Context: an optimization exercise on an open-source flow, tuned for small area. The choices shown serve that exercise and are no tape-out recipe. Where RTL was checked, it was by simulation tests only, not by an equivalence proof against the original. No driver is modelled on the clock port, so clock power and skew are understated where the tree is cut down; a real chip needs a root buffer or a tree. Power is estimated from default activity; no workload was simulated.

== quartz ==
==> flow/design.v (excerpt) <==
module spi_mtc (
    input             clk,
    input             rst,
    input             cmd0_valid,
    input      [31:0] cmd0_word,
    output            cmd0_ready,
    output            rsp0_valid,
    output     [31:0] rsp0_word,
    input             cmd1_valid,
    input      [31:0] cmd1_word,
    output            cmd1_ready,
    output            rsp1_valid,
    output     [31:0] rsp1_word,
    output            cs_rtc,
    output            cs_sns,
    output            cs_lcd,
    output            lcd_rs,
    output            spi_cpol,
    output            spi_cpha,
    output     [3:0]  spi_clksel,
    output            sh_start,
    output     [7:0]  sh_tx,
    input             sh_done,
    input      [7:0]  sh_rx,
    output            mem_en,
    output            mem_we,
    output     [7:0]  mem_addr,
    output     [7:0]  mem_wdata,
    input      [7:0]  mem_rdata
);
    localparam [2:0] S_IDLE = 3'd0, S_PRE  = 3'd1, S_XMEM = 3'd2, S_WAIT = 3'd3,
                     S_XPOST = 3'd4, S_POST = 3'd5, S_RESP = 3'd6;
    reg        pend0, pend1;
    reg [27:0] Xn, Y;    
    wire [27:0] X = ~Xn;
    reg        sel, owner;
    reg [2:0]  st;
    reg [3:0]  dly;
    reg [5:0]  idx;
    reg        xf;       
    reg [1:0]  dev;
    reg        csel;
    reg        rs;
    reg        done;
    reg [7:0]  rxh;
    wire [3:0]  op = X[27:24];
    wire [7:0]  c  = X[23:16];
    wire [7:0]  a  = X[15:8];
    wire [7:0]  b  = X[7:0];
    wire        pend_x = sel ? pend1 : pend0;
    wire cz = ~|c, az = ~|a, bz = ~|b;
    wire op1  = (op == 4'd1);
    wire op2  = (op == 4'd2);
    wire op3  = (op == 4'd3);
    wire op4  = (op == 4'd4);
    wire op5  = (op == 4'd5);
    wire op6  = (op == 4'd6);
    wire op7  = (op == 4'd7);
    wire op8  = (op == 4'd8);
  ...
For scale: about 710 cells after synthesis, ~0.0057 mm2 of cells after synthesis.
Settings: LEC_CHECK=0, ABC_AREA=0, CAP_MARGIN=20, CORE_MARGIN=2, CORE_UTILIZATION=40, PLACE_DENSITY=0.6, SLEW_MARGIN=20; clock period 8.0 ns.
standard.sh (not shown) runs the stock make flow with config.mk's settings and CLKGATE_MAP_FILE= SYNTH_SCRIPT=/design/flow/synth_recipe.tcl, a recipe that flattens the netlist after the stock synthesis.
==> flow/flow/run.sh <==
#!/bin/bash
# Standard ORFS layout with these changes:
#  - ports are buffered with the smallest buffer (buf_1)
#  - CTS inserts no dummy loads; extra CTS options come from flow/cts_extra
#  - after placement resizing, cells on paths with slack are sized down
#    (flow/recover.tcl)
# Each ORFS step keeps its own log under orfs/logs; make's output goes to
# orfs_make.log.
set -euo pipefail
W=$PWD
rm -rf "$W/scripts_abc"
cp -r "$FLOW_HOME/scripts" "$W/scripts_abc"
cp "$W/flow/abc.script" "$W/scripts_abc/abc_speed.script"
CTS="-sink_clustering_enable -repair_clock_nets -dont_use_dummy_load"
if [[ -f "$W/flow/cts_extra" ]]; then CTS="$CTS $(cat "$W/flow/cts_extra")"; fi
bash standard.sh \
  "SCRIPTS_DIR=$W/scripts_abc" \
  "BUFFER_PORTS_ARGS=-buffer_cell sky130_fd_sc_hd__buf_1" \
  "CTS_ARGS=$CTS" \
  "POST_RESIZE_TCL=$W/flow/recover.tcl" \
  finish > orfs_make.log 2>&1
==> flow/flow/abc.script <==
strash
&get -n
&st
&syn2
&dch -f
&nf -R 1000 -p -a
&put
topo
==> flow/flow/cts_extra <==
-buf_list sky130_fd_sc_hd__clkbuf_8 -sink_clustering_size 50 -sink_clustering_max_diameter 200
==> flow/flow/recover.tcl <==
# Downsize cells on paths with positive slack (area recovery).
repair_timing -recover_power 100
Looking at the reports, quartz completed the entire flow and the layout it produced met the timing, design-rule and antenna checks.
diff inputs: quartz => juniper
==> flow/flow/abc.script <==
strash
&get -n
&st
&syn2
&dch -f
&nf -R 1000 -p -a -F 8 -C 32
&put
topo
==> flow/flow/cts_extra <==
-buf_list sky130_fd_sc_hd__clkbuf_8
[summary]
Taking quartz as the reference point, the simple-gate portion of the synthesized area of juniper falls by 3.1 points.
Compared with quartz, juniper improves final period demand of the worst path.
Re power attributed to sequential cells: quartz was higher than juniper.
Diff quartz..juniper | final area | negligible
Re iteration count of the initial detailed-routing pass: quartz was higher than juniper.
Changes in onyx relative to juniper:
==> flow/flow/cts_extra <==
-buf_list {sky130_fd_sc_hd__clkbuf_4 sky130_fd_sc_hd__clkbuf_8} -sink_clustering_size 20
Results
- Reported for onyx and juniper, cell count after placement turned out identical to the last digit.
- Diff juniper -> onyx: total area of multi-input combinational cells saw little to no change; area of placed instances saw little to no change; final antenna diode count saw little to no change; post-synth design cell area saw little to no change.
- Reported for onyx and juniper, number of buffers other than clock buffers in the final layout turned out identical to the last digit.
- The slew at the pin closest to its max-slew limit on onyx is in line with that on juniper.
- Comparing onyx against juniper, there is no change at all in post-layout minimum cycle time.
- Comparing juniper against onyx, there is no change at all in share of flip-flops with an asynchronous set or reset after synthesis.
- [compare] base=juniper new=onyx: sum of internal, switching and leakage power flat, count of vias placed by the detailed router stayed essentially flat.

* * *

ember:
Another version of the RTL of spi_mtc (not shown whole).
Size in the first run: roughly 680 cells after synthesis, ~87 flip-flops, about 190 I/O pins.
export LEC_CHECK = 0
export ABC_AREA = 0
export CAP_MARGIN = 20
export CORE_MARGIN = 2
export CORE_UTILIZATION = 40
export PLACE_DENSITY = 0.6
export SLEW_MARGIN = 20
create_clock -name core_clock -period 8.0 [get_ports {clk}]
==> flow/flow/run.sh <==
#!/bin/bash
# Standard ORFS layout with these changes:
#  - ports are buffered with the smallest buffer (buf_1)
#  - CTS inserts no dummy loads; extra CTS options come from flow/cts_extra;
#    with flow/clocktree.env present, flow/clocktree.tcl builds a small
#    balanced clock tree instead of TritonCTS
#  - extra make variables come from flow/make_extra
#  - after placement resizing, cells on paths with slack are sized down
#    (flow/recover.tcl)
# Each ORFS step keeps its own log under orfs/logs; make's output goes to
# orfs_make.log.
set -euo pipefail
W=$PWD
rm -rf "$W/scripts_abc"
cp -r "$FLOW_HOME/scripts" "$W/scripts_abc"
cp "$W/flow/abc.script" "$W/scripts_abc/abc_speed.script"
if [[ -f "$W/flow/clocktree.env" ]]; then
  # build the clock tree with flow/clocktree.tcl instead of TritonCTS
  set -a; source "$W/flow/clocktree.env"; set +a
  sed -i "s|^log_cmd clock_tree_synthesis {\*}\$cts_args|source $W/flow/clocktree.tcl|" "$W/scripts_abc/cts.tcl"
  grep -q "flow/clocktree.tcl" "$W/scripts_abc/cts.tcl"
fi
CTS="-sink_clustering_enable -repair_clock_nets -dont_use_dummy_load"
if [[ -f "$W/flow/cts_extra" ]]; then CTS="$CTS $(cat "$W/flow/cts_extra")"; fi
EXTRA=()
if [[ -f "$W/flow/make_extra" ]]; then read -r -a EXTRA < "$W/flow/make_extra"; fi
bash standard.sh \
  "SCRIPTS_DIR=$W/scripts_abc" \
  "BUFFER_PORTS_ARGS=-buffer_cell sky130_fd_sc_hd__buf_1" \
  "CTS_ARGS=$CTS" \
  "POST_RESIZE_TCL=$W/flow/recover.tcl" \
  "${EXTRA[@]}" \
  finish > orfs_make.log 2>&1
Scripts as last shown in full above: flow/flow/recover.tcl
Other scripts of this flow, unchanged in this note and not shown: flow/flow/abc.script, flow/flow/clocktree.env, flow/flow/clocktree.tcl, flow/flow/cts_extra, flow/flow/make_extra
ember ran to completion and came out clean on the timing, design-rule and antenna checks.
Modified inputs, pepper compared to ember
Settings: a change of PLACE_DENSITY from 0.6 to 0.7; a change of CORE_UTILIZATION from 40 to 55.
[summary]
- When pepper is set beside ember, its register share of the cell area turns out to be 0.27 points larger.
- Fmax, pepper vs ember: up slightly
- Looking at total power, pepper sits 9.4 uW higher than ember does.
In every run of this note, the design's own scripts or RTL, not TritonCTS, make the clock network.

* * *

job 5020:
Another version of the RTL of spi_mtc (not shown whole).
For scale: ~830 cells after synthesis, roughly 87 flip-flops, ~190 I/O pins, roughly 6500 µm² of cells after synthesis.
Settings: LEC_CHECK=0, ABC_AREA=0, CAP_MARGIN=20, CORE_MARGIN=2, CORE_UTILIZATION=40, CTS_BUF_LIST=sky130_fd_sc_hd__clkbuf_8, CTS_CLUSTER_DIAMETER=200, CTS_CLUSTER_SIZE=50, PLACE_DENSITY=0.6, SLEW_MARGIN=20; clock period 8.0 ns.
==> flow/flow/run.sh <==
#!/bin/bash
# Standard ORFS layout, with three changes: ports are buffered with the
# smallest buffer (buf_1) instead of the default pick, CTS inserts no dummy
# loads, and after placement resizing, cells on paths with slack are sized
# down (repair_timing -recover_power).
set -euo pipefail
bash standard.sh \
  "BUFFER_PORTS_ARGS=-buffer_cell sky130_fd_sc_hd__buf_1" \
  "CTS_ARGS=-sink_clustering_enable -repair_clock_nets -dont_use_dummy_load" \
  "POST_RESIZE_TCL=$PWD/flow/recover.tcl" \
  finish > orfs_make.log 2>&1
Scripts as last shown in full above: flow/flow/recover.tcl
Both conditions hold for job 5020: the flow ran to the end and the final layout passed the timing, design-rule and antenna checks.
Input-level comparison between job 5523 and job 5020:
--- a/flow/config.mk
+++ b/flow/config.mk
@@ -11,5 +11,2 @@
 export CORE_UTILIZATION = 40
-export CTS_BUF_LIST = sky130_fd_sc_hd__clkbuf_8
-export CTS_CLUSTER_DIAMETER = 200
-export CTS_CLUSTER_SIZE = 50
 export PLACE_DENSITY = 0.6
On proportion of power drawn by combinational gates, job 5523 and job 5020 are basically level. Compared with job 5020, in job 5523 total wirelength of the detailed-routed design held; final period demand of the worst path level. First-pass GRT wire length came out exactly the same in job 5523 and job 5020. Critical-path maximum fanout: job 5020 vs job 5523 identical. Diff job 5020..job 5523 | combined area of the multi-input logic cells | unchanged.
Inputs modified between job 5523 and job 4022:
--- a/flow/config.mk
+++ b/flow/config.mk
@@ -11,2 +11,4 @@
 export CORE_UTILIZATION = 40
+export CTS_BUF_LIST = sky130_fd_sc_hd__clkbuf_4
+export CTS_CLUSTER_SIZE = 30
 export PLACE_DENSITY = 0.6
==> results.txt <==
Comparing job 4022 against job 5523, there is no change at all in cell depth of the worst flop-to-flop path.
As far as number of top-level design ports goes, job 5523 and job 4022 are indistinguishable; the numbers are identical.
From job 4022 to job 5523, post-detailed-placement half-perimeter wirelength did not move at all.
The clock buffer count from CTS of job 5523 and that of job 4022 are within noise of each other.
Job 4022 vs. job 5523: via count of the first global-routing pass comparable, sequential power comparable.
Job 5523 → job 4022: clock transition at the register clock pins on the worst setup and hold paths after CTS now sits at about the same level, antenna diode instance count now sits at about the same level.
Comparing job 4022 against job 5523, there is no change at all in wire length on met2.
Changes observed in job 4022 relative to job 5523: multi-input combinational area share essentially unchanged; max-cap check violation count essentially unchanged.
No functional check of the RTL was part of any run of this note.

* * *

== before ==
spi_mtc, a different RTL version from the one above (not shown whole).
For scale: about 1200 cells after synthesis, roughly 96 flip-flops, roughly 190 I/O pins, about 8200 µm² of cells after synthesis.
Design spi_mtc, start of the top module:
module spi_mtc (
    input             clk,
    input             rst,
    input             cmd0_valid,
    input      [31:0] cmd0_word,
    output            cmd0_ready,
    output            rsp0_valid,
    output     [31:0] rsp0_word,
    input             cmd1_valid,
    input      [31:0] cmd1_word,
    output            cmd1_ready,
    output            rsp1_valid,
    output     [31:0] rsp1_word,
    output            cs_rtc,
    output            cs_sns,
    output            cs_lcd,
    output            lcd_rs,
    output            spi_cpol,
    output            spi_cpha,
    output     [3:0]  spi_clksel,
    output            sh_start,
    output     [7:0]  sh_tx,
    input             sh_done,
    input      [7:0]  sh_rx,
    output            mem_en,
    output            mem_we,
    output     [7:0]  mem_addr,
    output     [7:0]  mem_wdata,
    input      [7:0]  mem_rdata
);
    localparam [3:0] S_IDLE  = 4'd0,  S_PWR   = 4'd1,  S_TCFG  = 4'd2,  S_TSEL  = 4'd3,
                     S_SETUP = 4'd4,  S_XPRE  = 4'd5,  S_XMEM  = 4'd6,  S_WAIT  = 4'd7,
                     S_XPOST = 4'd8,  S_WARM  = 4'd9,  S_HOLD  = 4'd10, S_DESEL = 4'd11,
  ...
Settings: LEC_CHECK=0, ABC_AREA=1, CAP_MARGIN=20, CORE_MARGIN=2, CORE_UTILIZATION=40, PLACE_DENSITY=0.6, SLEW_MARGIN=20; clock period 8.0 ns.
run.sh (not shown) runs the stock make flow with config.mk's settings and CLKGATE_MAP_FILE= SYNTH_SCRIPT=/design/flow/synth_recipe.tcl, a recipe that flattens the netlist after the stock synthesis.
Stock flow here: none of the scripts above is used.
before finished every step from synthesis to the final layout, and the layout passed the timing, design-rule and antenna checks.
#### Input delta (after over before)
==> flow/flow/run.sh (new file) <==
#!/bin/bash
# Standard ORFS layout, with two changes: ports are buffered with the smallest
# buffer (buf_1) instead of the default pick, and CTS inserts no dummy loads.
set -euo pipefail
bash standard.sh \
  "BUFFER_PORTS_ARGS=-buffer_cell sky130_fd_sc_hd__buf_1" \
  "CTS_ARGS=-sink_clustering_enable -repair_clock_nets -dont_use_dummy_load" \
  finish > orfs_make.log 2>&1
==> flow/standard.sh (new file) <==
#!/bin/bash
# synth_recipe.tcl (not shown) runs the flow's synth.tcl, then flattens the netlist and writes it again
# the make line also repeats each setting of config.mk as NAME=value (left out here)
make -C /OpenROAD-flow-scripts/flow DESIGN_CONFIG=/design/flow/config.mk WORK_HOME=/design/flow/orfs CLKGATE_MAP_FILE= SYNTH_SCRIPT=/design/flow/synth_recipe.tcl "${@:-finish}"
removed: flow/run.sh
--- outcome ---
In the tables for after and before, signed area change from the synthesized netlist to the final layout reads higher with before. after against before: clock transition at the registers of the reported paths held, post-route cell area moved down, routed metal-1 wirelength down 960 µm, global-route met2 utilization now smaller. Taking before as the reference, in after proportion of cell area occupied by multi-input gates increased 6.1 points, violation count after the first detailed-route iteration lower, post-route fraction of the period consumed by the critical path moved down.

* * *

spi_mtc, a different RTL version from the one above (not shown whole).
For scale: roughly 650 cells after synthesis, ~85 flip-flops, about 0.0055 mm² of cells after synthesis.
export LEC_CHECK = 0
export ABC_AREA = 0
export CAP_MARGIN = 20
export CORE_MARGIN = 2
export CORE_UTILIZATION = 40
export PLACE_DENSITY = 0.9
export SLEW_MARGIN = 20
create_clock -name core_clock -period 8.0 [get_ports {clk}]
standard.sh (not shown) runs the stock make flow with config.mk's settings and CLKGATE_MAP_FILE= SYNTH_SCRIPT=/design/flow/synth_recipe.tcl, a recipe that flattens the netlist after the stock synthesis.
==> flow/flow/run.sh <==
#!/bin/bash
# Standard ORFS layout with these changes:
#  - ports are buffered with the smallest buffer (buf_1)
#  - CTS inserts no dummy loads; extra CTS options come from flow/cts_extra;
#    with flow/clocktree.env present, flow/clocktree.tcl builds a small
#    balanced clock tree instead of TritonCTS
#  - extra make variables come from flow/make_extra
#  - after placement resizing, cells on paths with slack are sized down
#    (flow/recover.tcl)
# Each ORFS step keeps its own log under orfs/logs; make's output goes to
# orfs_make.log.
set -euo pipefail
W=$PWD
rm -rf "$W/scripts_abc"
cp -r "$FLOW_HOME/scripts" "$W/scripts_abc"
cp "$W/flow/abc.script" "$W/scripts_abc/abc_speed.script"
if [[ -f "$W/flow/clocktree.env" ]]; then
  # build the clock tree with flow/clocktree.tcl instead of TritonCTS
  set -a; source "$W/flow/clocktree.env"; set +a
  sed -i "s|^log_cmd clock_tree_synthesis {\*}\$cts_args|source $W/flow/clocktree.tcl|" "$W/scripts_abc/cts.tcl"
  grep -q "flow/clocktree.tcl" "$W/scripts_abc/cts.tcl"
fi
CTS="-sink_clustering_enable -repair_clock_nets -dont_use_dummy_load"
if [[ -f "$W/flow/cts_extra" ]]; then CTS="$CTS $(cat "$W/flow/cts_extra")"; fi
EXTRA=()
if [[ -f "$W/flow/make_extra" ]]; then read -r -a EXTRA < "$W/flow/make_extra"; fi
bash standard.sh \
  "SCRIPTS_DIR=$W/scripts_abc" \
  "BUFFER_PORTS_ARGS=-buffer_cell sky130_fd_sc_hd__buf_1" \
  "CTS_ARGS=$CTS" \
  "POST_RESIZE_TCL=$W/flow/recover.tcl" \
  "${EXTRA[@]}" \
  finish > orfs_make.log 2>&1
==> flow/flow/clocktree.env <==
CT_GROUPS=5
CT_BUF=sky130_fd_sc_hd__clkbuf_8
CT_ROOT=sky130_fd_sc_hd__clkbuf_4
Scripts as last shown in full above: flow/flow/recover.tcl
Other scripts of this flow, unchanged in this note and not shown: flow/flow/abc.script, flow/flow/clocktree.tcl, flow/flow/cts_extra, flow/flow/make_extra
Edit:
==> flow/flow/clocktree.env (replaced) <==
CT_GROUPS=6
CT_BUF=sky130_fd_sc_hd__clkbuf_8
CT_ROOT=sky130_fd_sc_hd__clkbuf_4
PLACE_DENSITY = 0.6   (was 0.9)
Hold slack is worse by 0.0095 ns.
Total power came out higher by 0.93%.
Worst setup slack got worse by 0.12 ns.
Final area hardly moves.
Synthesized cell count does not change.
Edit:
--- a/flow/flow/run.sh
+++ b/flow/flow/run.sh
@@ -31,2 +31,3 @@
   "POST_RESIZE_TCL=$W/flow/recover.tcl" \
+  "POST_CTS_TCL=$W/flow/recover.tcl" \
   "${EXTRA[@]}" \
Outcome: Design area stays flat; power barely changes; synthesized cell count does not change; global-route usage barely changes; sequential power is about the same; worst hold slack hardly moves; sequential share of layout area stays flat.
Edit:
--- a/flow/flow/run.sh
+++ b/flow/flow/run.sh
@@ -31,3 +31,2 @@
   "POST_RESIZE_TCL=$W/flow/recover.tcl" \
-  "POST_CTS_TCL=$W/flow/recover.tcl" \
   "${EXTRA[@]}" \
PLACE_DENSITY = 0.9   (was 0.6)
Result: Clock skew rises by 0.0044 ns. Hold slack improved by 0.0052 ns. Routed wire length went down by 4.3%. Register-to-register slack is worse by 0.03 ns. Power barely changes. Sequential power barely changes. Core utilization barely changes. Global-route usage shrinks by 1.7 points.
No run of this note takes its clock network from TritonCTS; it comes from the design's own scripts or RTL.

==> static timing again, ports no longer ideal <==
The results above use ideal ports. As a check the final layouts listed here were re-extracted and re-timed, cells and wires unchanged. Step 1, drivers: a clkbuf_16 drives clk and a buf_2 each remaining input, both assumed. Step 2 also shifts input and output timing later by t, the mid clock arrival at the registers, as if the neighbouring blocks saw the same clock. Slacks: no drivers / after step 1 / after step 2; pairs: no drivers / after step 1.
run | shift t [ns] | slack for setup (ns) | clock arrival spread, ns | worst register clock-pin slew, ns | worst slew at a driven data input, ns
quartz | 0.414 | 1.691 / 1.691 / 1.691 | 0.041 / 0.041 | 0.10 / 0.10 | 0.04
juniper | 0.419 | 2.126 / 2.126 / 2.126 | 0.029 / 0.030 | 0.10 / 0.10 | 0.05
onyx | 0.419 | 2.126 / 2.126 / 2.126 | 0.029 / 0.030 | 0.10 / 0.10 | 0.05
ember | 0.491 | 1.847 / 1.808 / 2.024 | 0.018 / 0.018 | 0.11 / 0.11 | 0.04
pepper | 0.497 | 1.891 / 1.860 / 2.037 | 0.019 / 0.019 | 0.11 / 0.11 | 0.05
job 5020 | 0.390 | 1.532 / 1.491 / 1.880 | 0.021 / 0.021 | 0.07 / 0.07 | 0.04
job 5523 | 0.390 | 1.532 / 1.491 / 1.880 | 0.021 / 0.021 | 0.07 / 0.07 | 0.04
job 4022 | 0.390 | 1.532 / 1.491 / 1.880 | 0.021 / 0.021 | 0.07 / 0.07 | 0.04
before | 0.398 | 1.316 / 1.273 / 1.671 | 0.019 / 0.019 | 0.08 / 0.08 | 0.05
after | 0.398 | 1.821 / 1.778 / 2.177 | 0.027 / 0.027 | 0.08 / 0.08 | 0.04
the first run of note 5 | 0.467 | 2.117 / 2.085 / 2.238 | 0.016 / 0.017 | 0.12 / 0.12 | 0.04
the second run of note 5 | 0.490 | 1.998 / 1.964 / 2.183 | 0.016 / 0.016 | 0.10 / 0.10 | 0.04
the third run of note 5 | 0.490 | 1.986 / 1.952 / 2.219 | 0.014 / 0.014 | 0.10 / 0.10 | 0.04
the fourth run of note 5 | 0.469 | 2.108 / 2.076 / 2.190 | 0.019 / 0.019 | 0.10 / 0.10 | 0.04
After both steps every run listed still meets setup and hold.
